Background: an optimization exercise with open tools, aiming at small area, a short achievable clock period and few clock cycles. Do not read the settings as production practice. RTL that was checked went through simulation tests only; none was proved equivalent to the original. The RTL of run 1 was laid out without a check of its function. Power is estimated from default activity; no workload was simulated.

==> flow/design.v <==
module scc_lnkdec (
    input  wire        clk,
    input  wire        rst,
    input  wire        start,
    input  wire        use_crc,
    input  wire [31:0] rxlen,
    input  wire [31:0] explen,
    output wire        ready,
    output wire        done,
    output wire [31:0] nvalid,
    output wire [31:0] ninvalid,
    output wire [31:0] reclen,
    input  wire        in_valid,
    output wire        in_ready,
    input  wire [31:0] in_data,
    output wire        out_valid,
    input  wire        out_ready,
    output wire [31:0] out_data,
    output wire        vm_valid,
    input  wire        vm_ready,
    output wire [31:0] vm_data
);
    function [3:0] ham_dec(input [6:0] c);
        reg [2:0] s;
        reg [3:0] f;
        begin
            s[2] = c[6] ^ c[5] ^ c[3] ^ c[2];    
            s[1] = c[6] ^ c[4] ^ c[3] ^ c[1];    
            s[0] = c[5] ^ c[4] ^ c[3] ^ c[0];    
            case (s)
                3'd6:    f = 4'b1000;            
                3'd5:    f = 4'b0100;            
                3'd3:    f = 4'b0010;            
                3'd7:    f = 4'b0001;            
                default: f = 4'b0000;            
            endcase
            ham_dec = c[6:3] ^ f;
        end
    endfunction
    function [2:0] crc_rem(input [15:0] v);
        integer i;
        reg [15:0] w;
        begin
            w = v;
            for (i = 15; i >= 3; i = i - 1)
                if (w[i])
                    w[i -: 4] = w[i -: 4] ^ 4'b1011;
            crc_rem = w[2:0];
        end
    endfunction
    reg         busy;
    reg         ready_r;
    reg         done_r;
    reg         mode_crc;
    reg  [26:0] whi;          
    reg  [4:0]  wtl;          
    reg         wtl_p;        
    reg         more;         
    reg         lastw;        
    reg         in_rdy;
    reg  [5:0]  lft;          
    reg  [2:0]  ph;           
    reg  [19:0] nw;           
    reg  [2:0]  anc;          
    reg         av;
    reg  [11:0] pnd;          
    reg  [1:0]  pn;
    reg  [13:0] qd [0:3];     
    reg  [3:0]  qv;           
    reg  [31:0] kk;           
    reg         kj;
    reg         kbig;         
    reg         hz;           
    reg  [31:0] acc;          
    reg  [4:0]  ao;           
    reg  [31:0] ow;
    reg         ov;
    reg         vv;
    reg         fdone;        
    reg  [27:0] nvalid_r;     
    reg  [27:0] ninvalid_r;
    reg  [31:0] reclen_r;
    assign ready    = ready_r;
    assign done     = done_r;
    assign nvalid   = {4'd0, nvalid_r};
    assign ninvalid = {4'd0, ninvalid_r};
    assign reclen   = reclen_r;
    assign in_ready = in_rdy;
    assign out_valid = ov;
    assign out_data = ow;
    assign vm_valid = vv;
    assign vm_data  = kk;
    wire accept = start && ready_r;
    wire fire   = in_valid && in_rdy;
    wire in_end = !more && !av;               
    wire [40:0] s0x  = {lft, in_data, 3'b000};
    wire [40:0] s0sh = s0x >> ph;
    wire [5:0]  s0v  = (lastw && wtl_p) ? {1'b0, wtl} : 6'd32;
    wire [5:0]  s0t  = {3'b000, ph} + s0v;
    wire [2:0]  s0nc = (s0t >= 6'd35) ? 3'd5 : (s0t >= 6'd28) ? 3'd4 :
                       (s0t >= 6'd21) ? 3'd3 : (s0t >= 6'd14) ? 3'd2 :
                       (s0t >= 6'd7)  ? 3'd1 : 3'd0;
    wire [2:0]  ph_n = (ph >= 3'd3) ? ph - 3'd3 : ph + 3'd4;
    wire [19:0] s0nw = {ham_dec(s0sh[34:28]), ham_dec(s0sh[27:21]), ham_dec(s0sh[20:14]),
                        ham_dec(s0sh[13:7]), ham_dec(s0sh[6:0])};
    reg  [31:0] seq;
    always @* begin
        case (pn)
            2'd0: seq = {nw, 12'd0};
            2'd1: seq = {pnd[11:8], nw, 8'd0};
            2'd2: seq = {pnd[11:4], nw, 4'd0};
            default: seq = {pnd, nw};
        endcase
    end
    wire [3:0]  s1t   = {2'b00, pn} + {1'b0, anc};
    wire        pass0 = (crc_rem(seq[31:16]) == 3'd0);
    wire        pass1 = (crc_rem(seq[15:0]) == 3'd0);
    wire        h_pad = in_end && !hz;
    wire [4:0]  h_raw = av ? {anc, 2'b00} : 5'd20;
    wire        h_cut = !kbig && (kk[4:0] < h_raw);
    wire [4:0]  h_len = h_cut ? kk[4:0] : h_raw;
    wire        h_fin = !kbig && (kk[4:0] <= h_raw);
    wire [19:0] h_dat = av ? (nw & ~(20'hfffff >> h_len)) : 20'd0;
    reg  [1:0]  s1m;          
    always @* begin
        if (mode_crc)
            s1m = (s1t >= 4'd8) ? 2'd2 : (s1t >= 4'd4) ? 2'd1 : 2'd0;
        else
            s1m = hz ? 2'd0 : 2'd2;
    end
    wire        s1room = (s1m == 2'd2) ? !qv[2] : (s1m == 2'd1) ? !qv[3] : 1'b1;
    wire        s1go  = av && s1room;
    wire        s1pad = busy && !mode_crc && h_pad && !qv[2];
    wire        s1push = s1go || s1pad;
    wire [13:0] slot0 = mode_crc ? {pass0, seq[31:19]} : {1'b0, h_dat[19:7]};
    wire [13:0] slot1 = mode_crc ? {pass1, seq[15:3]}  : {1'b0, h_dat[6:0], h_len, h_fin};
    wire [1:0]  s1n   = mode_crc ? (s1go ? s1m : 2'd0) : (s1push && !hz ? 2'd2 : 2'd0);
    wire [13:0] e0 = qd[0];
    wire [13:0] e1 = qd[1];
    wire        q1 = qv[0];
    wire        q2 = qv[1];
    wire        vm_ok = !vv || vm_ready;
    wire        ow_ok = !ov || out_ready;
    wire        a19 = (ao >= 5'd19);
    reg  [19:0] cd;           
    reg  [4:0]  cl;           
    reg         emit_vm;      
    reg         sel1;         
    reg  [1:0]  pop;
    reg  [1:0]  nfail;
    reg         fin;          
    reg         need_ow;
    always @* begin
        emit_vm = 1'b0; sel1 = 1'b0; pop = 2'd0; nfail = 2'd0;
        cd = 20'd0; cl = 5'd0; fin = 1'b0; need_ow = 1'b0;
        if (mode_crc) begin
            emit_vm = q1 && (e0[13] || (q2 && e1[13]));
            sel1    = !e0[13];
            pop     = !q1 ? 2'd0 : e0[13] ? 2'd1 : (q2 && (e1[13] || !kj)) ? 2'd2 : 2'd1;
            nfail   = !q1 ? 2'd0 : e0[13] ? 2'd0 : (q2 && !e1[13] && !kj) ? 2'd2 : 2'd1;
            cd      = emit_vm ? {sel1 ? e1[12:0] : e0[12:0], 7'd0} : 20'd0;
            cl      = emit_vm ? 5'd13 : 5'd0;
            fin     = in_end && (pop == 2'd0 ? !qv[0] : pop == 2'd1 ? !qv[1] : !qv[2]);
            need_ow = (emit_vm && a19) || (fin && (emit_vm || ao != 5'd0));
        end else begin
            pop     = q2 ? 2'd2 : 2'd0;
            cd      = q2 ? {e0[12:0], e1[12:6]} : 20'd0;
            cl      = q2 ? e1[5:1] : 5'd0;
            fin     = q2 ? e1[0] : (hz && !q1);
            need_ow = ({1'b0, ao} + {1'b0, cl} >= 6'd32) || (fin && (ao != 5'd0 || cl != 5'd0));
        end
    end
    wire        s2go = busy && vm_ok && ow_ok;
    wire [5:0]  tot  = {1'b0, ao} + {1'b0, cl};
    wire [51:0] f    = {acc, 20'd0} | ({cd, 32'd0} >> ao);
    wire [31:0] h_sub    = kk - {27'd0, h_raw};
    wire        kbig_n   = kbig && ((kk[4:0] >= h_raw) || (kk[31:6] != 26'd0));
    wire        av_n   = fire || (av && !s1go);
    wire [1:0]  qp     = s2go ? pop : 2'd0;
    wire [3:0]  qa     = (qp == 2'd2) ? {2'b00, qv[3:2]} :
                         (qp == 2'd1) ? {1'b0, qv[3:1]} : qv;    
    wire [3:0]  qw0    = ~qa & {qa[2:0], 1'b1};                  
    wire [3:0]  qw1    = {qw0[2:0], 1'b0};                       
    wire [3:0]  qv_n   = qa | ((s1n != 2'd0) ? qw0 : 4'd0) | ((s1n == 2'd2) ? qw1 : 4'd0);
    wire [31:0] k13    = kk + 32'd13;
    wire [31:0] k26    = kk + 32'd26;
    wire [1:0]  kd     = {1'b0, kj} + (emit_vm ? {1'b0, sel1} : pop);
    wire [27:0] ni1    = ninvalid_r + 28'd1;
    wire [27:0] ni2    = ninvalid_r + 28'd2;
    wire [1:0]  pn_n   = (s1go && mode_crc) ? s1t[1:0] : pn;
    wire [3:0]  t_n    = fire ? {2'b00, pn_n} + {1'b0, s0nc} : s1t;
    wire [1:0]  m_n    = !mode_crc ? 2'd2 : (t_n >= 4'd8) ? 2'd2 : (t_n >= 4'd4) ? 2'd1 : 2'd0;
    integer i;
    wire        more_n = fire ? !lastw : more;
    wire        ov_n   = (s2go && need_ow) || (ov && !out_ready);
    wire        vv_n   = (s2go && emit_vm) || (vv && !vm_ready);
    wire        fd_n   = fdone || (s2go && fin && !(tot[5] && tot[4:0] != 5'd0));
    always @(posedge clk) begin
        if (rst) begin
            busy       <= 1'b0;
            ready_r    <= 1'b1;
            done_r     <= 1'b0;
            more       <= 1'b0;
            lastw      <= 1'b0;
            in_rdy     <= 1'b0;
            av         <= 1'b0;
            qv         <= 4'd0;
            ao         <= 5'd0;
            ov         <= 1'b0;
            vv         <= 1'b0;
            fdone      <= 1'b1;
            nvalid_r   <= 28'd0;
            ninvalid_r <= 28'd0;
            reclen_r   <= 32'd0;
        end else begin
            done_r <= 1'b0;
            if (accept) begin
                busy       <= 1'b1;
                ready_r    <= 1'b0;
                mode_crc   <= use_crc;
                whi        <= rxlen[31:5];
                wtl        <= rxlen[4:0];
                wtl_p      <= (rxlen[4:0] != 5'd0);
                more       <= (rxlen != 32'd0);
                lastw      <= (rxlen[31:5] == 27'd0) ||
                              (rxlen[31:5] == 27'd1 && rxlen[4:0] == 5'd0);
                in_rdy     <= (rxlen != 32'd0);
                ph         <= 3'd0;
                pn         <= 2'd0;
                acc        <= 32'd0;
                kk         <= use_crc ? 32'hfffffff3 : explen;    
                kj         <= 1'b1;
                kbig       <= (explen[31:5] != 27'd0);
                hz         <= (explen == 32'd0);
                fdone      <= !use_crc && (explen == 32'd0);
                nvalid_r   <= 28'd0;
                ninvalid_r <= 28'd0;
                reclen_r   <= use_crc ? 32'd0 : explen;
            end
            if (fire) begin
                nw   <= s0nw;
                anc  <= s0nc;
                lft  <= in_data[5:0];
                ph   <= ph_n;
                if (whi != 27'd0) begin
                    whi <= whi - 27'd1;
                end else begin
                    wtl_p <= 1'b0;
                end
                more  <= !lastw;
                lastw <= (whi == 27'd2 && !wtl_p) || (whi == 27'd1 && wtl_p);
            end
            av <= av_n;
            if (busy)
                in_rdy <= more_n && (!av_n || ((m_n == 2'd2) ? !qv_n[2] : (m_n == 2'd1) ? !qv_n[3] : 1'b1));
            if (s1go && mode_crc) begin
                if (s1t >= 4'd8) begin
                    pn <= s1t[1:0];
                end else if (s1t >= 4'd4) begin
                    pnd <= seq[15:4];
                    pn  <= s1t[1:0];
                end else begin
                    pnd <= seq[31:20];
                    pn  <= s1t[1:0];
                end
            end
            for (i = 0; i < 4; i = i + 1) begin
                if (qa[i])
                    qd[i] <= (qp == 2'd2) ? qd[(i + 2) % 4] : (qp == 2'd1) ? qd[(i + 1) % 4] : qd[i];
                else if (qw0[i] && s1n != 2'd0)
                    qd[i] <= slot0;
                else if (qw1[i] && s1n == 2'd2)
                    qd[i] <= slot1;
            end
            if (!mode_crc && s1push && !hz) begin
                kk   <= h_sub;
                kbig <= kbig_n;
                hz   <= h_fin;
            end
            qv <= qv_n;
            if (ov && out_ready) ov <= 1'b0;
            if (vv && vm_ready)  vv <= 1'b0;
            if (s2go) begin
                if (emit_vm) begin
                    vv       <= 1'b1;
                    nvalid_r <= nvalid_r + 28'd1;
                    reclen_r <= reclen_r + 32'd13;
                end
                if (nfail == 2'd2)
                    ninvalid_r <= ni2;
                else if (nfail == 2'd1)
                    ninvalid_r <= ni1;
                if (mode_crc) begin
                    kk <= (kd == 2'd2) ? k26 : (kd == 2'd1) ? k13 : kk;
                    kj <= emit_vm;
                end
                fdone <= fd_n;
                if (tot[5]) begin
                    ow  <= f[51:20];
                    ov  <= 1'b1;
                    acc <= {f[19:0], 12'd0};
                    ao  <= tot[4:0];
                end else if (fin && tot != 6'd0) begin
                    ow  <= f[51:20];
                    ov  <= 1'b1;
                    acc <= 32'd0;
                    ao  <= 5'd0;
                end else begin
                    acc <= f[51:20];
                    ao  <= tot[4:0];
                end
            end
            if (busy && fd_n && !more_n && !av_n && !ov_n && !vv_n) begin
                busy    <= 1'b0;
                ready_r <= 1'b1;
                done_r  <= 1'b1;
            end
        end
    end
endmodule
==> flow/flow/run.sh <==
#!/bin/bash
# Standard layout, with timing repair aimed at a larger setup margin.
bash standard.sh SETUP_SLACK_MARGIN=6.5 finish > standard.log 2>&1
==> flow/standard.sh <==
#!/bin/bash
# synth_recipe.tcl (not shown) runs the flow's synth.tcl, then flattens the netlist and writes it again
# the make line also repeats each setting of config.mk as NAME=value (left out here)
make -C /OpenROAD-flow-scripts/flow DESIGN_CONFIG=/design/flow/config.mk WORK_HOME=/design/flow/orfs CLKGATE_MAP_FILE= SYNTH_SCRIPT=/design/flow/synth_recipe.tcl "${@:-finish}"
==> flow/config.mk <==
export PLATFORM = sky130hd
export DESIGN_NAME = scc_lnkdec
export DESIGN_NICKNAME = scc_lnkdec
export VERILOG_FILES = /design/flow/design.v
export SDC_FILE = /design/flow/constraint.sdc
export NUM_CORES = 4
export LEC_CHECK = 0
export CAP_MARGIN = 20
export CORE_MARGIN = 2
export CORE_UTILIZATION = 60
export PLACE_DENSITY = 0.75
export SETUP_SLACK_MARGIN = 5
export SLEW_MARGIN = 20
==> flow/constraint.sdc <==
create_clock -name core_clock -period 10.0 [get_ports {clk}]
set_input_delay 2.0000 -clock core_clock [delete_from_list [all_inputs] [get_ports {clk}]]
set_output_delay 2.0000 -clock core_clock [all_outputs]
set_load 0.01 [all_outputs]
==> results of run 1 <==
## power by group
part | internal [mW] | total [mW] | switching, mW
sequential | 1.62 | 1.70 | 0.0807
combinational | 0.558 | 1.28 | 0.723
clock | 0.900 | 1.56 | 0.662
## flip-flops by register name (all words and copies together), names as in the netlist, 2 cells and up
signal / flops
anc: 3
pn: 2
ph: 3
acc: 32
nvalid_r: 28
reclen_r: 32
qd: 56
lft: 6
wtl: 5
nw: 20
kk: 32
whi: 27
ow: 32
ao: 5
ninvalid_r: 28
qv: 4
pnd: 12
## area by class of cell
class	instances	area, um2	area share
Clock inverter	23	283	0.00877
Timing Repair inverter	1	7.51	0.000233
Sequential cell	342	9260	0.287
Tap cell	525	657	0.0204
Multi-Input combinational cell	2179	15900	0.494
Clock buffer	52	1080	0.0334
Timing Repair Buffer	491	4790	0.149
Inverter	59	235	0.00730
Antenna cell	2	5.00	0.000155
## worst paths after layout
| path | cells after the start | to | slack [ps] | startpoint |
|---|---|---|---|---|
| setup / recovery | 12 | qd[2][1] | 6170 | out_ready |
| hold / removal | 1 | ninvalid_r[25] | 510 | ninvalid_r[25] |
| setup reg to reg | 16 | kk[26] | 6330 | qd[0][13] |
| hold reg to reg | 1 | ninvalid_r[25] | 510 | ninvalid_r[25] |
## cell usage after synthesis (all sizes together) (42+ instances only)
cell type	instances	area, um2
nor3	82	410
dfxtp	107	2140
inv	56	210
mux2	42	473
and2	56	350
edfxtp	235	7060
mux2i	98	981
a21oi	198	991
clkbuf	139	522
nand3	81	405
a211oi	59	453
xnor2	85	744
xor2	56	490
nand2	288	1080
nor2	247	930
o21ai	234	1180
## per-stage QoR
step                cell area [um2]  worst slack, ps   util  std cells  total power [mW]
floorplan                     24700             6000      -       2748              2.36
global placement              27300             4460  0.688       3385              2.62
detailed placement            27300             4430  0.688       3385              2.66
CTS                           30700             6330  0.773       3607              4.31
global route                  32200             6130  0.811       3674              4.65
finish                        32200             6170  0.811       3674              4.55
## worst max-delay path: stages
cell,delay [ps]
buf_6,100
nand2b_4,150
buf_6,120
nand4_1,180
buf_12,140
nor2_4,40
buf_4,170
a22o_4,330
or3_4,450
nor2_1,210
a21oi_4,50
o21ai_0,270
## cell families after synthesis
logic type	after synthesis	synth area share
compound gates	824	0.221
mux	168	0.0867
simple gates	988	0.197
flops	342	0.381
xor+xnor	143	0.0531
buf+inv	237	0.0399
other cells	1	0.000155
fa+ha+maj	38	0.0210
## metal layers
layer  vias up  global-route usage
li1      11100                   -
met1     12300               0.515
met3       492              0.0892
met4         0               0.223
met2      2219               0.658
met5         -                   0
## repair_timing
item,4_1_cts,5_1_grt
gates cloned,20,3
buffers inserted,127,60
pin swaps,64,76
setup endpoints to repair,577,305
gates resized for setup,410,264
==> run summary, run 1 <==
The flow ran to the end and the layout has no timing, DRC or antenna violations. The max-slew violation total from the final report was 0. The slew at the pin closest to its max-slew limit is about 1200 ps. The normalized max-slew margin came out at 0.200. The CTS buffer count came out at 41. The clock-pin slew reported for the worst setup and hold paths after clock tree synthesis is ~60 ps. In the synthesized netlist, the number of instances is about 2700. The final setup skew came out at around 18 ps. The post-synthesis area per instance came out at approximately 9 um2.

The DRC violation count after routing came out at 0. The maximum clock insertion buffer count came out at 3. The floorplan step set the die height to around 200 um. The top layer reached by signal wires is met4.

The initial core utilization is 0.607. At the worst endpoint, the required time is a little over 10000 ps. The first TritonRoute pass finished after 9 iterations.

The via density per instance is 7.09. The quantity of hold-fixing buffers added after cts came out at 0. The max-capacitance violation count came out at 0. The detailed router put a total of between 30 and 40 mm of wire on met1. The final-layout worst hold slack is a little over 500 ps. The floorplan has 73 rows. The maximum frequency from static timing analysis came out at 261 MHz.

The kind of start point of the critical path is an input pin. The first global-routing pass estimated between 100 and 150 mm of wire. The sum of negative setup slack is 0 ps.

Dividing the detail-routed wire length by the instance count gives between 20 and 30 um. The clock net sink count came out at roughly 340. The kind of capture point of the worst setup path is a flip-flop. The ratio of cells with drive above 1 in the final layout is 0.235. The largest driver fanout on the critical path is 10. The synthesized flop and latch total came out at around 340. The async set-or-reset flop fraction in the synthesized netlist came out at 0. The number of enable-type register cells in the synthesized netlist came out at approximately 240.

The initial antenna violation count came out at 2. The leakage power came out at roughly 12 nW. The fraction of the yosys area taken by sequential cells came out at 0.381. The worst setup path is of the in2reg kind. The predominant post-synthesis flop cell is edfxtp_1. Entering global routing, the biggest net connects 57 pins.

The number of different library cells in the post-synthesis netlist came out at 95. The met2 routed wirelength came out at 43.4 mm. The overall die area is between 40000 and 50000 um2.

The number of violations reported at the end of detailed-routing iteration 0 is 4081. The signal arrival time at the worst endpoint came out at between 4000 and 5000 ps. The routed wire length came out at 93.9 mm. The total standard cell area after synthesis is 24100 um2. The estimated wirelength of the detail-placed design is between 50 and 60 mm.

The minimum clock period after layout is between 3000 and 4000 ps. The path class of the tightest hold or removal check is reg2reg. For the worst-skew pair, the clock arrives at the later sink with an insertion delay of around 590 ps. The overall via count from detail_route is 26000. The tree is rooted in a clkbuf_16. The final period utilization is 0.383. The clock tree synthesis step divided the H-tree into 2 levels. The number of placed I/O pins came out at around 270. Setup repair after global routing could not meet its margin everywhere.

The width of the die came out at roughly 200 um. The placeable core region came out at just under 40000 um2. The count of synthesis-stage warnings from yosys came out at 2. The fill cell total of the finished layout came out at ~2400. Global routing finished with a remaining overflow of 0. The final setup violation count is 0. The power per unit of standard cell area came out at approximately 140 nW/um2. The number of endpoints with negative hold slack in the final report came out at 0. The number of nets with antenna violations after detailed routing came out at 0. The growth of design area from synthesis to finish is 33.6%. The library cell used most frequently in the layout, excluding fill and tap cells, is nand2_1. The last weighted congestion value of the routability-driven placer came out at a little under 1. The total routing usage reported by global routing came out at 0.409. After the last flow step, the layout net total stands at between 3000 and 4000. The via count of the first global-routing pass came out at about 24000. The library cells used most frequently in the layout, excluding fill and tap cells, are 263 x nand2_1, 235 x edfxtp_1, 209 x nor2_1, 168 x a21oi_1, 167 x o21ai_0. The number of buffer cells added on primary ports came out at ~260.

The TritonCTS clock tree is done. The worst ir drop on vdd is between 0.0001 and 0.00015 V. The total length of routed met3 wires came out at about 11 mm.
==> inputs of run 2 (changes only) <==
--- a/flow/design.v
+++ b/flow/design.v
@@ -117,2 +117,4 @@
     wire        pass1 = (crc_rem(seq[15:0]) == 3'd0);
+    wire [26:0] kk_inc = kk[31:5] + 27'd1;
+    wire [26:0] kk_dec = kk[31:5] - 27'd1;
     wire        h_pad = in_end && !hz;
@@ -158,4 +160,4 @@
             sel1    = !e0[13];
-            pop     = !q1 ? 2'd0 : e0[13] ? 2'd1 : (q2 && (e1[13] || !kj)) ? 2'd2 : 2'd1;
-            nfail   = !q1 ? 2'd0 : e0[13] ? 2'd0 : (q2 && !e1[13] && !kj) ? 2'd2 : 2'd1;
+            pop     = !q1 ? 2'd0 : e0[13] ? 2'd1 : (q2 && e1[13]) ? 2'd2 : 2'd1;
+            nfail   = !q1 ? 2'd0 : e0[13] ? 2'd0 : 2'd1;
             cd      = emit_vm ? {sel1 ? e1[12:0] : e0[12:0], 7'd0} : 20'd0;
@@ -175,3 +177,4 @@
     wire [51:0] f    = {acc, 20'd0} | ({cd, 32'd0} >> ao);
-    wire [31:0] h_sub    = kk - {27'd0, h_raw};
+    wire [5:0]  h_lo     = {1'b0, kk[4:0]} - {1'b0, h_raw};
+    wire [31:0] h_sub    = {h_lo[5] ? kk_dec : kk[31:5], h_lo[4:0]};
     wire        kbig_n   = kbig && ((kk[4:0] >= h_raw) || (kk[31:6] != 26'd0));
@@ -184,7 +187,5 @@
     wire [3:0]  qv_n   = qa | ((s1n != 2'd0) ? qw0 : 4'd0) | ((s1n == 2'd2) ? qw1 : 4'd0);
-    wire [31:0] k13    = kk + 32'd13;
-    wire [31:0] k26    = kk + 32'd26;
     wire [1:0]  kd     = {1'b0, kj} + (emit_vm ? {1'b0, sel1} : pop);
-    wire [27:0] ni1    = ninvalid_r + 28'd1;
-    wire [27:0] ni2    = ninvalid_r + 28'd2;
+    wire [5:0]  k_lo   = {1'b0, kk[4:0]} + ((kd == 2'd2) ? 6'd26 : (kd == 2'd1) ? 6'd13 : 6'd0);
+    wire [31:0] k_add  = {k_lo[5] ? kk_inc : kk[31:5], k_lo[4:0]};
     wire [1:0]  pn_n   = (s1go && mode_crc) ? s1t[1:0] : pn;
@@ -288,8 +289,6 @@
                 end
-                if (nfail == 2'd2)
-                    ninvalid_r <= ni2;
-                else if (nfail == 2'd1)
-                    ninvalid_r <= ni1;
+                if (nfail[0])
+                    ninvalid_r <= ninvalid_r + 28'd1;
                 if (mode_crc) begin
-                    kk <= (kd == 2'd2) ? k26 : (kd == 2'd1) ? k13 : kk;
+                    kk <= k_add;
                     kj <= emit_vm;
==> flow/flow/run.sh (replaced) <==
#!/bin/bash
# Standard layout, with timing repair aimed at a larger setup margin.
bash standard.sh SETUP_SLACK_MARGIN=6 finish > standard.log 2>&1
==> run 2 against run 1 <==
Against the previous run: largest power group unchanged; routed wire length fell by 18%; synthesized cell count fell by 5.7%; count of clock-buffer cells in the layout fell by 4; flip-flop and latch count did not move; critical path depth fell by 3; global-route usage fell by 4.1 points; design area fell by 12%; clock skew rose by 10 ps; critical path type unchanged; core utilization fell by 7.0 points; largest cell class unchanged; non-clock buffer count fell by 150; hold slack got worse by 2.8 ps; setup slack got worse by 99 ps.
==> run summary, run 2 <==
Outcome: complete, no violations (unchanged). The overall via count from detail_route came out at 22500 (was 26000). The power per unit of standard cell area is 147 nW/um2 (was 141 nW/um2). The cell area after placement came out at 26200 um2 (was 27300 um2).

The post-synthesis area per instance was 8.99 um2 (was 8.80 um2). The beginning of the worst hold path is ninvalid_r[23] (was ninvalid_r[25]). The initial antenna violation count came out at 1 (was 2). The signal arrival time at the worst endpoint is 4240 ps (was 4210 ps). The number of endpoints with negative hold slack in the final report came out at 0 (unchanged). The minimum clock period after layout is 3920 ps (was 3830 ps). RSZ-0062 raised after global routing: yes (unchanged). The TritonCTS clock tree is done (unchanged). The area share of the largest cell type after synthesis is 0.304 (was 0.293). The max-capacitance violation count came to 0 (unchanged). The class of the worst hold path is reg2reg (unchanged). The routed wire length is 76.7 mm (was 93.9 mm). The placeable core region came out at 38500 um2 (was 39700 um2). The number of iterations in the first detailed-routing pass came out at 9 (unchanged). The maximum frequency from static timing analysis is 255 MHz (was 261 MHz). The clock net sink count came out at 342 (unchanged). The fill cell total of the finished layout came to 2812 (was 2391).

The site row count came out at 72 (was 73). The slew at the pin closest to its max-slew limit was 1110 ps (was 1200 ps). The number of flip-flops in the largest register came out at 56 (unchanged). The sum of negative setup slack came to 0 ps (unchanged). The power share of the clock group came to 0.359 (was 0.343). The reg-to-reg critical path startpoint is av (was qd[0][13]).

The dominant cell by count in the synthesized netlist is nor2_1 (was nand2_1). The normalized max-slew margin came out at 0.260 (was 0.200). The clock network latency to the later pin of the worst-skew pair is 590 ps (about the same). The internal portion of total power was 2.90 mW (was 3.08 mW). The fraction of the yosys area taken by sequential cells was 0.396 (was 0.381). The initial core utilization came to 0.604 (was 0.607). The number of enable-type register cells in the synthesized netlist is 235 (unchanged). The detailed-route wire length per cell is 22.8 um (was 25.5 um). The count of H-tree levels built during CTS came out at 2 (unchanged). The largest register by flop count was qd (unchanged). The endpoint of the worst hold path was ninvalid_r[23] (was ninvalid_r[25]). The async set-or-reset flop fraction in the synthesized netlist came to 0 (unchanged). The logic gate share of total power is 0.230 (was 0.282). The DRC violation count after routing is 0 (unchanged). The overall die area was 40300 um2 (was 41800 um2). The leading cell type in the layout, fill and taps excluded is nor2_1 (was nand2_1).

The startpoint-to-endpoint class of the critical path is in2reg (unchanged). The cell area after layout came out at 28500 um2 (was 32200 um2). The leakage power is 10.3 nW (was 12.2 nW).

Commonest cells after routing, fill and taps aside: 288 x nor2_1, 256 x clkdlybuf4s50_1, 250 x nand2_1, 235 x edfxtp_1, 165 x a21oi_1 (was 263 x nand2_1, 235 x edfxtp_1, 209 x nor2_1, 168 x a21oi_1, 167 x o21ai_0). The cell type contributing the most total cell area after synthesis is edfxtp_1 (unchanged). The height of the chip is 201 um (was 205 um). The total congestion overflow is 0 (unchanged). The launch point of the worst path is in_data[4] (was out_ready). The largest driver fanout on the critical path came out at 4 (was 10).

The fraction of power consumed by sequential logic came to 0.411 (was 0.375). The power spent charging and discharging nets came out at 1.30 mW (was 1.46 mW). The net total in the final layout is 2961 (was 3256). The quantity of hold-fixing buffers added after cts came to 0 (unchanged). The capture instance of the worst register-to-register path is qd[3][12] (was kk[26]). The cell depth of the worst flop-to-flop path came out at 12 (was 16). The wire length of the first global-routing pass came out at 118 mm (was 135 mm). The number of nets with antenna violations after detailed routing came to 0 (unchanged).

The worst ir drop on vdd is 0.000122 V (was 0.000104 V). The final setup violation count came to 0 (unchanged). The pin count of the biggest net entering global routing was 52 (was 57). The via count of the first global-routing pass is 21000 (was 24200). The number of placed I/O pins is 268 (unchanged). The required time of the critical path is 10320 ps (was 10390 ps). The ratio of cells with drive above 1 in the final layout is 0.112 (was 0.235). The number of violations reported at the end of detailed-routing iteration 0 came out at 2593 (was 4081). The worst hold path stage count came out at 2 (was 1). The width of the die came out at 201 um (was 205 um). The number of different library cells in the post-synthesis netlist is 84 (was 95).

The CTS buffer count came out at 40 (was 41). The number of buffer cells added on primary ports came to 259 (unchanged). The total standard cell area after synthesis is 23200 um2 (was 24100 um2). The estimated wirelength of the detail-placed design came out at 53.2 mm (was 56.3 mm). The clock root buffer master is clkbuf_16 (unchanged). The synthesized flop and latch total is 342 (unchanged).

The last weighted congestion value of the routability-driven placer came to 0.956 (was 0.961). The count of synthesis-stage warnings from yosys is 2 (unchanged). The predominant post-synthesis flop cell was edfxtp_1 (unchanged). Leading cell types by count after synthesis: 297 x nor2_1, 256 x nand2_1, 235 x edfxtp_1 (was 288 x nand2_1, 246 x nor2_1, 235 x edfxtp_1). The gate count after technology mapping was 2584 (was 2741). The growth of design area from synthesis to finish is 22.7% (was 33.6%). The kind of start point of the critical path is an input pin (unchanged). The switching share of total power is 0.309 (was 0.322). The kind of capture point of the worst setup path was a flip-flop (unchanged). The clock-pin slew reported for the worst setup and hold paths after clock tree synthesis was 60 ps (about the same). The max-slew violation total from the final report came to 0 (unchanged).

The final setup skew came out at 27.9 ps (was 17.6 ps). Cell types occupying the most area after synthesis: edfxtp_1 30%, dfxtp_1 9.2%, mux2i_1 5.0% (was edfxtp_1 29%, dfxtp_1 8.9%, o21ai_0 4.7%). The maximum clock insertion buffer count is 3 (unchanged).

The final period utilization is 0.392 (was 0.383). The register-to-register path setup slack came out at 6120 ps (was 6330 ps). The total routing usage reported by global routing came out at 0.368 (was 0.409). The via density per instance came out at 6.70 (was 7.09).
## run 2: cell types whose count changed in the layout (fill, tap and decap cells not counted), sizes merged, moves of 31 or more
cell and change:
a211oi -31, o21ai -63, buf -150, dlygate4sd2 -123, nor2 +49, nand2 -31
clkdlybuf4s50 +163
## run 2: worst max-delay path, cell delays in order
cell and delay, ps:
clkdlybuf4s50_1 510, mux4_2 540, nand2_1 90, o31a_1 240, xnor2_1 240, xnor2_1 180
nor2b_1 180, nand2_1 100, xor2_1 160
## run 2: power by group through the flow
stage,Combinational (mW),Clock (mW),Sequential [mW]
final,0.965,1.51,1.73
after global routing,1.04,1.57,1.73
after CTS,0.916,1.52,1.72
after detailed placement,0.881,0,1.75
after global placement,0.853,0,1.75
after floorplan,0.612,0,1.72
## run 2: cells by family (layout without fill, tap and decap cells)
kind of cell / count (synthesis) / count (layout) / synth area share
AOI/OAI and AO/OA: 655 / 656 / 0.182
xor gates and xnor gates: 155 / 155 / 0.0617
adders and majority gates: 43 / 43 / 0.0251
buffers and inverters: 231 / 481 / 0.0401
DFF: 342 / 342 / 0.396
muxes: 188 / 188 / 0.0997
other: 1 / 9 / 0.000161
and+or+nand+nor: 969 / 972 / 0.195
## run 2: cell type report
class / instances / area, um2 / area share
multi-input cells: 2022 / 13700 / 0.479
flip-flops and latches: 342 / 9200 / 0.323
repair buffers: 341 / 3390 / 0.119
clock buffers: 48 / 1080 / 0.0380
well taps: 518 / 648 / 0.0227
inverters: 67 / 259 / 0.00909
clock inverters: 24 / 248 / 0.00869
repair inverters: 1 / 5.00 / 0.000176
diodes: 1 / 2.50 / 0.0000878
## run 2: worst max-delay path by stage
stage / to / cells after the start
finish: nw[2] / 9
detailed placement: qd[2][11] / 13
CTS: qd[3][6] / 11
global route: nw[18] / 8
global placement: qd[2][11] / 13
floorplan: ow[0] / 4
## run 2: layer usage
layer	up-vias	track usage	share of wire
met5	-	0	0
met2	1421	0.590	0.46
li1	10100	-	-
met4	0	0.178	0.054
met1	10800	0.491	0.38
met3	268	0.0578	0.10
## run 2: through the flow
stage,hold slack (ps),instances,utilization,setup slack (ps),power (mW)
after floorplan,493,2591,-,5720,2.33
after global placement,477,3234,0.680,3980,2.60
after detailed placement,486,3234,0.680,3850,2.63
after CTS,502,3336,0.729,5900,4.15
after global routing,533,3364,0.741,5970,4.35
final,502,3364,0.741,6080,4.20
## run 2: what timing repair did
item                                   4_1_cts  5_1_grt
setup endpoints to repair                  322      257
setup buffers                               24       24
gates resized for setup                     63       59
pin swaps                                   11       12
endpoints found under the hold margin        0        0
cloned                                       6        3
Testbench counts of run 2, summed over its fixed seeds: cycles 5,988.
==> inputs of run 3 (changes only) <==
==> flow/flow/run.sh (replaced) <==
#!/bin/bash
# Standard layout, with timing repair aimed at a larger setup margin.
bash standard.sh SETUP_SLACK_MARGIN=6.5 finish > standard.log 2>&1
==> run 3 against run 2 <==
Against the previous run: largest cell class unchanged; synthesized cell count unchanged; count of clock-buffer cells in the layout down 5; setup slack better by 260 ps; final cell count up 3.3%; highest routed layer unchanged; register-to-register slack better by 240 ps; fmax up 7.2%; critical endpoint is now nw[19]; die area unchanged.
==> run summary, run 3 <==
The kind of capture point of the worst setup path is a flip-flop (unchanged). The async set-or-reset flop fraction in the synthesized netlist was 0 (unchanged). The pin count of the biggest net entering global routing is 53 (was 52). The count of H-tree levels built during CTS came out at 2 (unchanged).

The routed wire length is 85.5 mm (was 76.7 mm). The number of placed I/O pins came out at 268 (unchanged). The final setup violation count came out at 0 (unchanged). The sum of negative setup slack is 0 ps (unchanged). The area share of the largest cell type after synthesis came out at 0.304 (unchanged). The growth of design area from synthesis to finish is 31.7% (was 22.7%). The maximum frequency from static timing analysis came to 273 MHz (was 255 MHz).

The clock-pin slew reported for the worst setup and hold paths after clock tree synthesis is 60 ps (about the same). The initial antenna violation count is 4 (was 1). The synthesized flop and latch total is 342 (unchanged). The number of enable-type register cells in the synthesized netlist is 235 (unchanged). Cell types occupying the most area after synthesis: edfxtp_1 30%, dfxtp_1 9.2%, mux2i_1 5.0% (unchanged). The quantity of hold-fixing buffers added after cts came out at 0 (unchanged). The final period utilization is 0.366 (was 0.392). The power per unit of standard cell area was 149 nW/um2 (was 147 nW/um2).

The total standard cell area after synthesis is 23200 um2 (unchanged). The required time of the critical path came out at 10330 ps (was 10320 ps). The total routing usage reported by global routing is 0.394 (was 0.368). The net total in the final layout is 3067 (was 2961).

The normalized max-slew margin is 0.238 (was 0.260). The cell type contributing the most total cell area after synthesis is edfxtp_1 (unchanged). The fraction of power consumed by sequential logic came out at 0.373 (was 0.411). The power spent charging and discharging nets is 1.44 mW (was 1.30 mW). The clock root buffer master is clkbuf_16 (unchanged).

The kind of start point of the critical path is an input pin (unchanged). The height of the chip came out at 201 um (unchanged). The largest register by flop count is qd (unchanged). The initial core utilization is 0.604 (unchanged). The internal portion of total power is 3.12 mW (was 2.90 mW).

Leading cell types by count after synthesis: 297 x nor2_1, 256 x nand2_1, 235 x edfxtp_1 (unchanged). The max-capacitance violation count was 0 (unchanged). The count of synthesis-stage warnings from yosys was 2 (unchanged). The power share of the clock group is 0.356 (was 0.359). The detailed-route wire length per cell is 24.6 um (was 22.8 um). The via density per instance was 6.87 (was 6.70).

The number of buffer cells added on primary ports came out at 259 (unchanged). The placeable core region came out at 38500 um2 (unchanged). The post-synthesis area per instance is 8.99 um2 (unchanged). The leakage power is 12.0 nW (was 10.3 nW). The DRC violation count after routing came out at 0 (unchanged). The largest driver fanout on the critical path is 2 (was 4). The logic gate share of total power came out at 0.272 (was 0.230). The startpoint-to-endpoint class of the critical path is in2reg (unchanged). The TritonCTS clock tree is done (unchanged). The slew at the pin closest to its max-slew limit is 1140 ps (was 1110 ps). The CTS buffer count was 40 (unchanged). The switching share of total power came out at 0.316 (was 0.309). The fraction of the yosys area taken by sequential cells came out at 0.396 (unchanged).

The clock network latency to the later pin of the worst-skew pair came out at 600 ps (was 590 ps). The estimated wirelength of the detail-placed design came out at 53.0 mm (was 53.2 mm). The number of iterations in the first detailed-routing pass is 8 (was 9).

The worst ir drop on vdd was 0.000196 V (was 0.000122 V). The number of nets with antenna violations after detailed routing is 0 (unchanged). The fraction of the core area covered by cells at the end of the flow is 0.796 (was 0.741). The maximum clock insertion buffer count is 3 (unchanged). The number of endpoints with negative hold slack in the final report was 0 (unchanged). The leading cell type in the layout, fill and taps excluded was nor2_1 (unchanged). The overall die area came out at 40300 um2 (unchanged). The ratio of cells with drive above 1 in the final layout came out at 0.202 (was 0.112). The gate count after technology mapping came out at 2584 (unchanged).

The last weighted congestion value of the routability-driven placer came out at 0.956 (about the same). The max-slew violation total from the final report came to 0 (unchanged). The predominant post-synthesis flop cell is edfxtp_1 (unchanged). The total power of the final layout came out at 4.56 mW (was 4.20 mW). The final setup skew is 24.9 ps (was 27.9 ps).

The dominant cell by count in the synthesized netlist is nor2_1 (unchanged). The via count of the first global-routing pass is 22500 (was 21000). Commonest cells after routing, fill and taps aside: 268 x nor2_1, 235 x edfxtp_1, 233 x nand2_1, 158 x a21oi_1, 149 x o21ai_0 (was 288 x nor2_1, 256 x clkdlybuf4s50_1, 250 x nand2_1, 235 x edfxtp_1, 165 x a21oi_1). The minimum clock period after layout came out at 3660 ps (was 3920 ps). The wire length of the first global-routing pass was 126 mm (was 118 mm). The overall via count from detail_route came out at 23900 (was 22500). The signal arrival time at the worst endpoint came out at 3990 ps (was 4240 ps).

The number of violations reported at the end of detailed-routing iteration 0 is 3245 (was 2593). The number of flip-flops in the largest register came out at 56 (unchanged). The clock net sink count was 342 (unchanged). The class of the worst hold path is reg2reg (unchanged).

The number of different library cells in the post-synthesis netlist came out at 84 (unchanged). RSZ-0062 raised after global routing: yes (unchanged). The site row count came to 72 (unchanged). The total congestion overflow came to 0 (unchanged). The final-layout worst hold slack came out at 497 ps (was 502 ps).

The width of the die is 201 um (unchanged). Outcome: complete, no violations (unchanged).
==> run 3: layout make-up <==
cell class / instances / area (um2)
clock inverter: 31 / 425
timing repair buffer: 445 / 4320
multi-input combinational: 2024 / 14700
antenna: 4 / 10.0
inverter: 67 / 269
fill: 2503 / 7860
clock buffer: 43 / 1010
tap: 518 / 648
timing repair inverter: 1 / 5.00
sequential: 342 / 9230
==> run 3: power by group through the flow <==
stage | registers [mW] | logic (mW) | clock network [mW]
floorplan | 1.72 | 0.661 | 0
global placement | 1.75 | 0.889 | 0
detailed placement | 1.75 | 0.920 | 0
CTS | 1.69 | 1.09 | 1.62
global route | 1.70 | 1.31 | 1.67
finish | 1.70 | 1.24 | 1.62
==> run 3: cell families (layout without fill, tap and decap cells) <==
group,count (synthesis),in the layout,synth area share
and+or+nand+nor,969,974,0.195
other,1,12,0.000161
muxes,188,188,0.0997
buffers and inverters,231,587,0.0401
AOI/OAI and AO/OA,655,656,0.182
DFF,342,342,0.396
adders and majority gates,43,43,0.0251
xor gates and xnor gates,155,155,0.0617
==> run 3: critical path, cell delays in order <==
cell and delay (ps):
dlygate4sd2_1 250, mux2_2 290, o21ai_1 270, o21ai_0 230
xnor2_2 240, buf_4 180, xnor2_4 200, nand3_2 150
xor2_2 180
==> run 3: per-layer routing <==
metal | GRT usage | wire, um
met3 | 0.0705 | 9140
met2 | 0.641 | 39700
met1 | 0.497 | 30700
met4 | 0.226 | 5880
met5 | 0 | 0
==> run 3: path summary, 6_finish.rpt <==
check          startpoint           end  slack [ps]  depth (start not counted)
max           in_data[28]        nw[19]        6340                          9
min          nvalid_r[20]  nvalid_r[20]         500                          1
max reg2reg      mode_crc          busy        6360                         17
min reg2reg  nvalid_r[20]  nvalid_r[20]         500                          1
==> run 3: timing repair <==
| action | 4_1_cts | 5_1_grt |
|---|---|---|
| cloned | 12 | 4 |
| endpoints found under the setup margin | 554 | 349 |
| resized for setup | 357 | 166 |
| pin swaps | 45 | 51 |
| buffers inserted | 102 | 50 |
| endpoints found under the hold margin | 0 | 0 |
==> run 3: per-stage QoR <==
stage | std cells | cell area (um2) | setup WS (ps)
3_5_place_dp | 3228 | 26500 | 3570
6_report | 3475 | 30600 | 6340
2_1_floorplan | 2591 | 23800 | 6120
5_1_grt | 3474 | 30600 | 6290
4_1_cts | 3416 | 29500 | 6300
3_3_place_gp | 3227 | 26500 | 3700
==> inputs of run 4 (changes only) <==
==> flow/flow/run.sh (replaced) <==
#!/bin/bash
# Standard layout with two changes: the port buffers are buf_1 cells, and
# timing repair aims at a larger setup margin.
bash standard.sh SETUP_SLACK_MARGIN=6.5 "BUFFER_PORTS_ARGS=-buffer_cell sky130_fd_sc_hd__buf_1" finish > standard.log 2>&1
==> run 4 against run 3 <==
Against the previous run: count of clock-buffer cells in the layout is 16 higher; area after synthesis stayed put; core utilization is 6.0 points lower; sequential power hardly changed; synthesized cell count stayed put; fmax is 2.7% lower; global-route usage is 3.0 points lower; critical path depth is 4 higher; first-iteration DRC count is 7.5% lower; clock skew is 2.7 ps higher; sequential share of layout area is 2.4 points higher; still clean on timing, DRC and antenna.
==> run summary, run 4 <==
The cell depth of the worst flop-to-flop path is 13 (was 17). The largest register by flop count is qd (unchanged). The final setup skew was 27.6 ps (was 24.9 ps). The post-synthesis simple-gate area fraction was 0.195 (unchanged). The final-layout worst hold slack came to 490 ps (was 497 ps). The required time of the critical path was 10340 ps (was 10330 ps). The initial core utilization came to 0.604 (unchanged).

The instance count after placement with tap cells included is 3227 (was 3228). The quantity of hold-fixing buffers added after cts is 0 (unchanged). The number of violations reported at the end of detailed-routing iteration 0 came to 3003 (was 3245). The minimum clock period after layout is 3760 ps (was 3660 ps). The number of nets with antenna violations after detailed routing came to 0 (unchanged). The clock root buffer master was clkbuf_16 (unchanged). The estimated wirelength of the detail-placed design is 51.2 mm (was 53.0 mm).

The beginning of the worst hold path is nvalid_r[1] (was nvalid_r[20]). The site row count is 72 (unchanged). The height of the chip is 201 um (unchanged).

The TritonCTS clock tree is done (unchanged). The detailed-route wire length per cell is 23.2 um (was 24.6 um). The reg-to-reg critical path startpoint is av (was mode_crc). The capture instance of the worst register-to-register path is qd[2][8] (was busy). The xor/xnor share of the synthesized area is 0.0617 (unchanged).

The total standard cell area after synthesis is 23200 um2 (unchanged). The fraction of the yosys area taken by sequential cells is 0.396 (unchanged). The maximum clock insertion buffer count is 3 (unchanged). The number of endpoints with negative hold slack in the final report is 0 (unchanged).

The dominant cell by count in the synthesized netlist is nor2_1 (unchanged). The number of placed I/O pins came out at 268 (unchanged). The launch point of the worst path is vm_ready (was in_data[28]). The placeable core region is 38500 um2 (unchanged). The pin count of the biggest net entering global routing is 56 (was 53).

The class of the worst hold path is reg2reg (unchanged). The cell type contributing the most total cell area after synthesis is edfxtp_1 (unchanged). The worst ir drop on vdd was 0.000129 V (was 0.000196 V).

The overall via count from detail_route is 23100 (was 23900). The maximum frequency from static timing analysis was 266 MHz (was 273 MHz). The number of enable-type register cells in the synthesized netlist is 235 (unchanged).

The via density per instance is 6.73 (was 6.87). The final setup violation count is 0 (unchanged). The kind of capture point of the worst setup path is a flip-flop (unchanged). The worst hold path stage count came out at 2 (was 1). The count of synthesis-stage warnings from yosys came out at 2 (unchanged). The ratio of cells with drive above 1 in the final layout came out at 0.166 (was 0.202).

The startpoint-to-endpoint class of the critical path is in2reg (unchanged). The post-synthesis area per instance is 8.99 um2 (unchanged). Cell types occupying the most area after synthesis: edfxtp_1 30%, dfxtp_1 9.2%, mux2i_1 5.0% (unchanged). The max-slew violation total from the final report came out at 0 (unchanged). The total congestion overflow is 0 (unchanged). The number of iterations in the first detailed-routing pass is 7 (was 8). The DRC violation count after routing came to 0 (unchanged).

The normalized max-slew margin is 0.270 (was 0.238). The fill cell total of the finished layout came out at 2822 (was 2503). The last weighted congestion value of the routability-driven placer came out at 0.952 (was 0.956). The largest driver fanout on the critical path came to 7 (was 2).

The signal arrival time at the worst endpoint is 4100 ps (was 3990 ps). The area fraction in compound gates after synthesis was 0.182 (unchanged). The endpoint of the worst hold path is nvalid_r[1] (was nvalid_r[20]). The total routing usage reported by global routing came out at 0.364 (was 0.394). The gate count after technology mapping was 2584 (unchanged).

The via count of the first global-routing pass is 20900 (was 22500). The final cell count without fillers is 3428 (was 3475). The kind of start point of the critical path is an input pin (unchanged).

The growth of design area from synthesis to finish is 21.8% (was 31.7%). The CTS buffer count came out at 41 (was 40). The wire length of the first global-routing pass came out at 117 mm (was 126 mm).

The synthesized flop and latch total is 342 (unchanged). The net total in the final layout came out at 3021 (was 3067). The register-to-register path setup slack was 6450 ps (was 6360 ps). The leading cell type in the layout, fill and taps excluded is nor2_1 (unchanged). The number of different library cells in the post-synthesis netlist came out at 84 (unchanged).

The area share of the largest cell type after synthesis is 0.304 (unchanged). The share of cell area taken by muxes after synthesis came out at 0.0997 (unchanged). The adder-cell share of the synthesized area came out at 0.0251 (unchanged). The clock-pin slew reported for the worst setup and hold paths after clock tree synthesis is 60 ps (about the same). The initial antenna violation count is 4 (unchanged). The number of flip-flops in the largest register is 56 (unchanged). The sum of negative setup slack is 0 ps (unchanged). The async set-or-reset flop fraction in the synthesized netlist came to 0 (unchanged). The final period utilization is 0.376 (was 0.366). The clock network latency to the later pin of the worst-skew pair came out at 590 ps (was 600 ps). The max-capacitance violation count is 0 (unchanged).

The total power of the final layout came out at 4.27 mW (was 4.56 mW). The overall die area came out at 40300 um2 (unchanged). RSZ-0062 raised after global routing: yes (unchanged).

The number of buffer cells added on primary ports came out at 259 (unchanged). The clock net sink count came out at 342 (unchanged). The power per unit of standard cell area is 151 nW/um2 (was 149 nW/um2).

The leakage power is 10.2 nW (was 12.0 nW). Commonest cells after routing, fill and taps aside: 270 x nor2_1, 257 x buf_1, 241 x nand2_1, 235 x edfxtp_1, 155 x a21oi_1 (was 268 x nor2_1, 235 x edfxtp_1, 233 x nand2_1, 158 x a21oi_1, 149 x o21ai_0). The count of H-tree levels built during CTS was 2 (unchanged). The combinational family with the most area after synthesis is simple AND/OR/NAND/NOR gates (unchanged).

The width of the die is 201 um (unchanged). Outcome: complete, no violations (unchanged). The routed wire length came out at 79.6 mm (was 85.5 mm). The slew at the pin closest to its max-slew limit came out at 1100 ps (was 1140 ps). Leading cell types by count after synthesis: 297 x nor2_1, 256 x nand2_1, 235 x edfxtp_1 (unchanged). The predominant post-synthesis flop cell is edfxtp_1 (unchanged).
==> run 4: cell counts after synthesis <==
Identical to the previous run, type by type.
==> run 4: cell type report <==
cell class              count  area (um2)  area share
diodes                      2        5.00    0.000177
clock buffers              59        1190      0.0419
clock inverters            17         178     0.00628
inverters                  67         265     0.00937
multi-input cells        2024       14300       0.506
flip-flops and latches    342        9210       0.325
well taps                 518         648      0.0229
repair buffers            398        2480      0.0876
repair inverters            1        5.00    0.000177
==> run 4: through the flow <==
step	cell area, um2	util	setup WS (ps)
after detailed placement	24900	0.646	4030
after global routing	28300	0.736	6260
after CTS	27100	0.705	6450
after global placement	24900	0.646	4130
after floorplan	23800	-	6120
final	28300	0.736	6240
==> run 4: what timing repair did <==
| item | CTS | global route |
|---|---|---|
| buffers inserted | 42 | 64 |
| setup endpoints to repair | 318 | 282 |
| gates cloned | 10 | 6 |
| pin swaps | 23 | 41 |
| gates resized for setup | 101 | 136 |
==> run 4: cell families (layout without fill, tap and decap cells) <==
group / count (synthesis) / in the layout
and+or+nand+nor: 969 / 974
buffers and inverters: 231 / 542
muxes: 188 / 188
AOI/OAI and AO/OA: 655 / 656
DFF: 342 / 342
other: 1 / 10
xor gates and xnor gates: 155 / 155
adders and majority gates: 43 / 43
==> run 4: power by group <==
part,switching [mW],internal (mW),total [mW],leakage (nW)
Clock,0.640,0.887,1.53,0.671
Sequential,0.0996,1.63,1.72,3.06
Combinational,0.594,0.421,1.02,6.48
Total,1.33,2.93,4.27,10.2
==> run 4: worst max path at each step <==
stage / endpoint / depth (start not counted)
detailed placement: qd[1][13] / 10
floorplan: qd[3][0] / 9
global placement: qd[1][13] / 10
CTS: qd[1][13] / 12
global route: qd[2][4] / 13
finish: qd[2][4] / 13
==> run 4: worst max-delay path, stage by stage <==
cell and delay, ps:
buf_1 100, nand2b_4 180, and3_4 300, buf_12 130, nand2_8 50, o211ai_1 220
nand2_4 110, buf_6 140, a311oi_4 290, buf_4 200, a211oi_4 40, buf_6 180
clkbuf_16 160
==> run 4: routing by layer <==
layer / routed length (um) / part of all wire / GRT usage
met1: 30100 / 0.38 / 0.478
met3: 8110 / 0.10 / 0.0734
met5: 28 / 0.00035 / 0
met4: 4730 / 0.059 / 0.186
met2: 36600 / 0.46 / 0.575
==> inputs of run 5 (changes only) <==
--- a/flow/config.mk
+++ b/flow/config.mk
@@ -9,4 +9,4 @@
 export CORE_MARGIN = 2
-export CORE_UTILIZATION = 60
-export PLACE_DENSITY = 0.75
+export CORE_UTILIZATION = 50
+export PLACE_DENSITY = 0.7
 export SETUP_SLACK_MARGIN = 5
==> run 5 against run 4 <==
Against the previous run: highest routed layer unchanged; core utilization is 12 points lower; hold slack got worse by 2.7 ps; area after synthesis did not move; critical path depth unchanged; register-to-register slack gained 60 ps; die area grew 20%; setup slack improved by 54 ps; global-route usage decreased by 6.0 points; largest cell class unchanged; design area about the same; critical endpoint is now qd[1][3].
==> run summary, run 5 <==
Outcome: complete, no violations (unchanged). The leading cell type in the layout, fill and taps excluded is nor2_1 (unchanged). The internal portion of total power was 2.92 mW (was 2.93 mW).

The worst ir drop on vdd came out at 0.000124 V (was 0.000129 V). Commonest cells after routing, fill and taps aside: 278 x nor2_1, 257 x buf_1, 245 x nand2_1, 235 x edfxtp_1, 160 x a21oi_1 (was 270 x nor2_1, 257 x buf_1, 241 x nand2_1, 235 x edfxtp_1, 155 x a21oi_1). The cell depth of the worst flop-to-flop path was 11 (was 13). The class of the worst hold path was reg2reg (unchanged). The minimum clock period after layout was 3710 ps (was 3760 ps). The TritonCTS clock tree is done (unchanged). The signal arrival time at the worst endpoint came out at 4010 ps (was 4100 ps). The area used by sequential logic in the layout came out at 9210 um2 (about the same). Cell types occupying the most area after synthesis: edfxtp_1 30%, dfxtp_1 9.2%, mux2i_1 5.0% (unchanged). The number of different library cells in the post-synthesis netlist is 84 (unchanged). The logic gate share of total power was 0.236 (was 0.238). The total routing usage reported by global routing is 0.304 (was 0.364). The overall via count from detail_route came to 22500 (was 23100). The master of the slowest instance on the critical path is o22ai_4 (was and3_4). The power spent charging and discharging nets came to 1.34 mW (was 1.33 mW). The max-capacitance violation count is 0 (unchanged). The maximum frequency from static timing analysis is 270 MHz (was 266 MHz).

The sum of negative setup slack was 0 ps (unchanged). The growth of design area from synthesis to finish is 21.8% (about the same). The number of placed I/O pins is 268 (unchanged).

The clock network latency to the later pin of the worst-skew pair was 590 ps (about the same). The normalized max-slew margin was 0.283 (was 0.270). The last weighted congestion value of the routability-driven placer is 1.00 (was 0.952).

The site row count came out at 78 (was 72). The estimated wirelength of the detail-placed design is 52.4 mm (was 51.2 mm). The number of iterations in the first detailed-routing pass came to 6 (was 7).

The kind of start point of the critical path is an input pin (unchanged). The maximum cell stage delay along the critical path came out at 240 ps (was 300 ps). The net total in the final layout is 3010 (was 3021). The clock net sink count is 342 (unchanged).

The kind of capture point of the worst setup path is a flip-flop (unchanged). The async set-or-reset flop fraction in the synthesized netlist is 0 (unchanged). The width of the die is 220 um (was 201 um). The routed wire length is 78.1 mm (was 79.6 mm). The max-slew violation total from the final report is 0 (unchanged).

The switching share of total power came out at 0.315 (was 0.313). The fill cell total of the finished layout came out at 3798 (was 2822). RSZ-0062 raised after global routing: yes (unchanged). The required time of the critical path came to 10300 ps (was 10340 ps). The power share of the clock group is 0.359 (was 0.358). The register-to-register path setup slack came out at 6510 ps (was 6450 ps).

The number of endpoints with negative hold slack in the final report is 0 (unchanged). The count of H-tree levels built during CTS is 2 (unchanged). The fraction of power consumed by sequential logic came out at 0.405 (was 0.404). The largest driver fanout on the critical path came out at 6 (was 7). The DRC violation count after routing is 0 (unchanged). The detailed-route wire length per cell came out at 22.3 um (was 23.2 um). The endpoint of the worst hold path is ninvalid_r[23] (was nvalid_r[1]). The worst hold path stage count was 2 (unchanged).

The synthesized flop and latch total came out at 342 (unchanged). The beginning of the worst hold path is ninvalid_r[23] (was nvalid_r[1]). The total congestion overflow came out at 0 (unchanged).

The area share of the largest cell type after synthesis is 0.304 (unchanged). The capture instance of the worst register-to-register path is qd[2][13] (was qd[2][8]). The largest register by flop count is qd (unchanged). The initial antenna violation count came out at 3 (was 4). The ratio of cells with drive above 1 in the final layout is 0.156 (was 0.166).

The power per unit of standard cell area is 150 nW/um2 (was 151 nW/um2). The height of the chip was 220 um (was 201 um). The number of enable-type register cells in the synthesized netlist came to 235 (unchanged). The placeable core region came out at 45700 um2 (was 38500 um2). The leakage power came to 10.1 nW (was 10.2 nW). The predominant post-synthesis flop cell was edfxtp_1 (unchanged). The slew at the pin closest to its max-slew limit is 1080 ps (was 1100 ps). The via count of the first global-routing pass was 21100 (was 20900). The number of violations reported at the end of detailed-routing iteration 0 is 2803 (was 3003). The CTS buffer count was 41 (unchanged).

The overall die area came out at 48200 um2 (was 40300 um2). The maximum clock insertion buffer count came to 3 (unchanged). The final setup violation count is 0 (unchanged).

The total power of the final layout came out at 4.26 mW (was 4.27 mW). The number of nets with antenna violations after detailed routing is 0 (unchanged). The final period utilization was 0.371 (was 0.376). The pin count of the biggest net entering global routing came out at 50 (was 56). The number of flip-flops in the largest register was 56 (unchanged). The gate count after technology mapping came out at 2584 (unchanged). The dominant cell by count in the synthesized netlist is nor2_1 (unchanged). The wire length of the first global-routing pass is 116 mm (was 117 mm). Critical Path, Cell by Cell: buf_1 -> nand2b_4 -> nand3_4 -> nor2_4 -> a31oi_2 -> o22ai_4 -> buf_12 -> buf_8 -> and3_4 -> nand2b_4 -> buf_6 -> buf_6 -> o221ai_2 (was buf_1 -> nand2b_4 -> and3_4 -> buf_12 -> nand2_8 -> o211ai_1 -> nand2_4 -> buf_6 -> a311oi_4 -> buf_4 -> a211oi_4 -> buf_6 -> clkbuf_16).

The total standard cell area after synthesis is 23200 um2 (unchanged). The final setup skew is 16.9 ps (was 27.6 ps). The fraction of the yosys area taken by sequential cells is 0.396 (unchanged).

The post-synthesis area per instance came out at 8.99 um2 (unchanged). The count of synthesis-stage warnings from yosys came to 2 (unchanged). The startpoint-to-endpoint class of the critical path is in2reg (unchanged).

The number of buffer cells added on primary ports came out at 259 (unchanged). The cell type contributing the most total cell area after synthesis is edfxtp_1 (unchanged). The clock root buffer master is clkbuf_16 (unchanged). The reg-to-reg critical path startpoint is pn[0] (was av). Leading cell types by count after synthesis: 297 x nor2_1, 256 x nand2_1, 235 x edfxtp_1 (unchanged). The initial core utilization is 0.509 (was 0.604). The clock-pin slew reported for the worst setup and hold paths after clock tree synthesis came out at 60 ps (about the same).

The total area of multi-input combinational cells is 14300 um2 (about the same). The via density per instance came out at 6.43 (was 6.73).
-- run 5: cell counts after synthesis --
No cell type changed its count.
-- run 5: power groups by stage --
| stage | sequential [mW] | combinational (mW) | clock [mW] |
|---|---|---|---|
| 2_1_floorplan | 1.72 | 0.661 | 0 |
| 3_3_place_gp | 1.75 | 0.832 | 0 |
| 3_5_place_dp | 1.75 | 0.860 | 0 |
| 4_1_cts | 1.72 | 0.918 | 1.54 |
| 5_1_grt | 1.73 | 1.09 | 1.60 |
| 6_report | 1.72 | 1.00 | 1.53 |
-- run 5: worst max-delay path, delay by kind of cell --
family | cells | cell delay [ps]
compound gates | 3 | 500
simple gates | 5 | 910
buf+inv | 5 | 580
-- run 5: routing by layer --
| layer | part of all wire | vias up | track usage | wire, um |
|---|---|---|---|---|
| met5 | 0.00012 | - | 0 | 9 |
| met2 | 0.47 | 1244 | 0.497 | 37100 |
| met1 | 0.39 | 10800 | 0.388 | 30200 |
| li1 | - | 10200 | - | - |
| met3 | 0.085 | 252 | 0.0531 | 6680 |
| met4 | 0.054 | 2 | 0.152 | 4190 |
-- run 5: kinds of logic (layout without fill, tap and decap cells) --
kind of cell               Yosys count  in the layout  synth area share
DFF                                342            342             0.396
xor gates and xnor gates           155            155            0.0617
and+or+nand+nor                    969            975             0.195
buffers and inverters              231            530            0.0401
AOI/OAI and AO/OA                  655            656             0.182
other                                1             10          0.000161
muxes                              188            188            0.0997
adders and majority gates           43             43            0.0251
-- run 5: worst max path at each step --
stage	start	end	slack [ps]	cells after the start
floorplan	out_ready	qd[3][0]	6120	9
global placement	vm_ready	qd[1][13]	4200	10
detailed placement	out_ready	qd[1][13]	4100	10
CTS	vm_ready	qd[2][1]	6360	11
global route	vm_ready	qd[1][3]	6270	13
finish	vm_ready	qd[1][3]	6290	13
-- run 5: per-stage QoR --
stage                     instances  hold WS [ps]  cell area (um2)  utilization  setup slack [ps]
after floorplan                2591           493            23800            -              6120
after global placement         3311           475            25000        0.547              4200
after detailed placement       3311           485            25000        0.547              4100
after CTS                      3439           493            27200        0.595              6360
after global routing           3499           531            28300        0.620              6270
final                          3499           488            28300        0.620              6290
-- run 5: what timing repair did --
action,4_1_cts,5_1_grt
gates cloned,10,11
hold buffers,0,0
buffers inserted,42,47
gates resized for setup,81,117
pin swaps,16,40
setup endpoints to repair,304,253
-- run 5: final cells by class --
cell class,count,share of cell area
Inverter,67,0.00964
Antenna cell,2,0.000177
Sequential cell,342,0.325
Multi-Input combinational cell,2025,0.505
Clock inverter,28,0.0105
Timing Repair Buffer,386,0.0855
Timing Repair inverter,1,0.000177
Clock buffer,48,0.0375
Tap cell,600,0.0265
==> inputs of run 6 (changes only) <==
==> flow/flow/run.sh (replaced) <==
#!/bin/bash
# Standard layout with two changes: the port buffers are buf_2 cells, and
# timing repair aims at a larger setup margin.
bash standard.sh SETUP_SLACK_MARGIN=6 "BUFFER_PORTS_ARGS=-buffer_cell sky130_fd_sc_hd__buf_2" finish > standard.log 2>&1
--- a/flow/config.mk
+++ b/flow/config.mk
@@ -9,4 +9,4 @@
 export CORE_MARGIN = 2
-export CORE_UTILIZATION = 50
-export PLACE_DENSITY = 0.7
+export CORE_UTILIZATION = 60
+export PLACE_DENSITY = 0.75
 export SETUP_SLACK_MARGIN = 5
==> run 6 against run 5 <==
Against the previous run: area after synthesis unchanged; hold slack improved by 0.85 ps; sequential share of layout area up 1.9 points; critical path type unchanged; die area shrank 16%; core utilization up 7.6 points; count of clock-buffer cells in the layout grew 5; register-to-register slack worse by 390 ps; routed wire length shrank 5.5%; via count shrank 1.7%.
==> run summary, run 6 <==
Outcome: complete, no violations (unchanged). The growth of design area from synthesis to finish is 15.1% (was 21.8%). The number of different library cells in the post-synthesis netlist is 84 (unchanged).

The DRC violation count after routing came out at 0 (unchanged). The fraction of power consumed by sequential logic was 0.414 (was 0.405). The kind of start point of the critical path is an input pin (unchanged). The max-slew violation total from the final report is 0 (unchanged). The overall die area came to 40300 um2 (was 48200 um2). The capture instance of the worst register-to-register path was qd[1][11] (was qd[2][13]).

The overall via count from detail_route came out at 22100 (was 22500). The quantity of hold-fixing buffers added after cts is 0 (unchanged). The number of placed I/O pins came out at 268 (unchanged). The number of iterations in the first detailed-routing pass is 7 (was 6). The endpoint of the worst hold path was ninvalid_r[23] (unchanged). The initial antenna violation count is 6 (was 3). Leading cell types by count after synthesis: 297 x nor2_1, 256 x nand2_1, 235 x edfxtp_1 (unchanged). The sum of negative setup slack is 0 ps (unchanged). RSZ-0062 raised after global routing: yes (unchanged). The maximum clock insertion buffer count came out at 3 (unchanged). The class of the worst hold path is reg2reg (unchanged).

The count of H-tree levels built during CTS came out at 2 (unchanged). The logic gate share of total power is 0.213 (was 0.236). The placeable core region was 38500 um2 (was 45700 um2). The ratio of cells with drive above 1 in the final layout is 0.185 (was 0.156).

The switching share of total power is 0.302 (was 0.315). The final setup skew is 14.2 ps (was 16.9 ps). The final critical-path setup slack was 6100 ps (was 6290 ps). The power per unit of standard cell area was 156 nW/um2 (was 150 nW/um2). The total standard cell area after synthesis came to 23200 um2 (unchanged). The max-capacitance violation count is 0 (unchanged).

The number of violations reported at the end of detailed-routing iteration 0 came out at 2252 (was 2803). The beginning of the worst hold path is ninvalid_r[23] (unchanged). The site row count is 72 (was 78). The cell depth of the worst flop-to-flop path is 12 (was 11). The wire length of the first global-routing pass was 114 mm (was 116 mm). The clock root buffer master is clkbuf_16 (unchanged). The kind of capture point of the worst setup path was a flip-flop (unchanged). The height of the chip is 201 um (was 220 um).

The width of the die is 201 um (was 220 um). The leakage power came out at 10.3 nW (was 10.1 nW). The fill cell total of the finished layout came out at 3040 (was 3798).

The clock net sink count was 342 (unchanged). The power spent charging and discharging nets came to 1.26 mW (was 1.34 mW). The clock-pin slew reported for the worst setup and hold paths after clock tree synthesis came out at 60 ps (about the same). The worst ir drop on vdd is 0.000124 V (about the same). The number of nets with antenna violations after detailed routing is 0 (unchanged). The number of buffer cells added on primary ports came to 259 (unchanged).

The detailed-route wire length per cell is 22.1 um (was 22.3 um). The synthesized flop and latch total is 342 (unchanged). The routed wire length came out at 73.8 mm (was 78.1 mm). The number of endpoints with negative hold slack in the final report is 0 (unchanged). The largest register by flop count is qd (unchanged).

The required time of the critical path is 10390 ps (was 10300 ps). The final period utilization came out at 0.390 (was 0.371). The TritonCTS clock tree was done (unchanged). The largest driver fanout on the critical path came out at 31 (was 6). The number of enable-type register cells in the synthesized netlist came out at 235 (unchanged). The final setup violation count is 0 (unchanged).

The CTS buffer count is 40 (was 41). The cell type contributing the most total cell area after synthesis is edfxtp_1 (unchanged). The register-to-register path setup slack came to 6120 ps (was 6510 ps).

The internal portion of total power came out at 2.90 mW (was 2.92 mW). The total routing usage reported by global routing came out at 0.353 (was 0.304). The via count of the first global-routing pass is 20900 (was 21100).

The cell area after placement was 24800 um2 (was 25000 um2). The via density per instance came out at 6.63 (was 6.43). The slew at the pin closest to its max-slew limit is 1040 ps (was 1080 ps).

The minimum clock period after layout came to 3900 ps (was 3710 ps). The cell area after layout was 26700 um2 (was 28300 um2). The gate count after technology mapping came out at 2584 (unchanged). The net total in the final layout was 2932 (was 3010).
## run 6: cell counts after synthesis
Identical to the previous run, type by type.
## run 6: power by group through the flow
stage                     Sequential [mW]  Combinational, mW  Clock (mW)
after floorplan                      1.72              0.612           0
after global placement               1.75              0.798           0
after detailed placement             1.75              0.826           0
after CTS                            1.72              0.849        1.56
after global routing                 1.73              0.963        1.62
final                                1.72              0.888        1.55
## run 6: what timing repair did
action,4_1_cts,5_1_grt
resized for setup,35,22
gates cloned,4,0
pin swaps,6,6
endpoints found under the setup margin,198,192
buffers inserted,11,16
## run 6: kinds of logic (layout without fill, tap and decap cells)
logic type | Yosys count | after routing | synth area share
muxes | 188 | 188 | 0.0997
AOI/OAI and AO/OA | 655 | 657 | 0.182
and+or+nand+nor | 969 | 970 | 0.195
adders and majority gates | 43 | 43 | 0.0251
DFF | 342 | 342 | 0.396
xor gates and xnor gates | 155 | 155 | 0.0617
other | 1 | 10 | 0.000161
buffers and inverters | 231 | 455 | 0.0401
## run 6: final cells by class
class / count / area [um2] / area share
Multi-Input combinational cell: 2021 / 13400 / 0.502
Antenna cell: 2 / 5.00 / 0.000187
Clock inverter: 21 / 228 / 0.00851
Clock buffer: 53 / 1150 / 0.0432
Timing Repair Buffer: 313 / 1810 / 0.0677
Inverter: 67 / 263 / 0.00982
Tap cell: 518 / 648 / 0.0242
Timing Repair inverter: 1 / 5.00 / 0.000187
Sequential cell: 342 / 9200 / 0.344
## run 6: per-layer routing
layer,GRT usage,wire [um],vias to the layer above
met5,0,41,-
met4,0.146,2840,6
met3,0.0722,7780,217
met2,0.568,34400,1270
met1,0.467,28700,10600
li1,-,-,10000
## run 6: worst max-delay path by stage
stage          slack, ps  depth (start not counted)         to  startpoint
2_1_floorplan       5720                          4      ow[0]   out_ready
3_3_place_gp        4040                          8   qd[3][5]   out_ready
3_5_place_dp        3830                          8   qd[3][8]   out_ready
4_1_cts             6000                         12  qd[3][12]          av
5_1_grt             5960                         15    acc[24]    mode_crc
6_report            6100                         11  qd[2][13]    vm_ready
## run 6: stage by stage
stage,util,hold slack (ps),std cells
2_1_floorplan,-,493,2591
3_3_place_gp,0.645,474,3230
3_5_place_dp,0.645,482,3230
4_1_cts,0.689,489,3319
5_1_grt,0.695,526,3337
6_report,0.695,489,3338
## run 6: worst max-delay path: stages
cell and delay (ps):
buf_2 110, nand2b_1 220, and3_4 290, nand2_1 110, buf_12 200, o22ai_1 200
buf_6 240, nor3_2 70, buf_4 220, or4_1 510, o211ai_1 110

-- static timing again, ports no longer ideal --
In the flow no input, the clock included, has a driving cell. The finished layouts below were timed again as built, in two steps.
Step 1, drivers: a clkbuf_16 drives clk and a buf_2 each remaining input, both assumed.
Step 2 also shifts input and output timing later by t, the mid clock arrival at the registers, as if the neighbouring blocks saw the same clock.
Three values: no drivers, after step 1, after step 2; two values: the first two.
| run | shift t [ns] | setup slack, ns |
|---|---|---|
| run 1 | 0.649 | 6.174 / 6.201 / 5.552 |
| run 2 | 0.637 | 6.075 / 6.060 / 5.479 |
| run 3 | 0.641 | 6.340 / 6.363 / 5.724 |
| run 4 | 0.632 | 6.237 / 6.265 / 5.633 |
| run 5 | 0.645 | 6.291 / 6.329 / 5.684 |
| run 6 | 0.617 | 6.103 / 6.117 / 5.519 |
After both steps setup and hold are still met in every run listed.
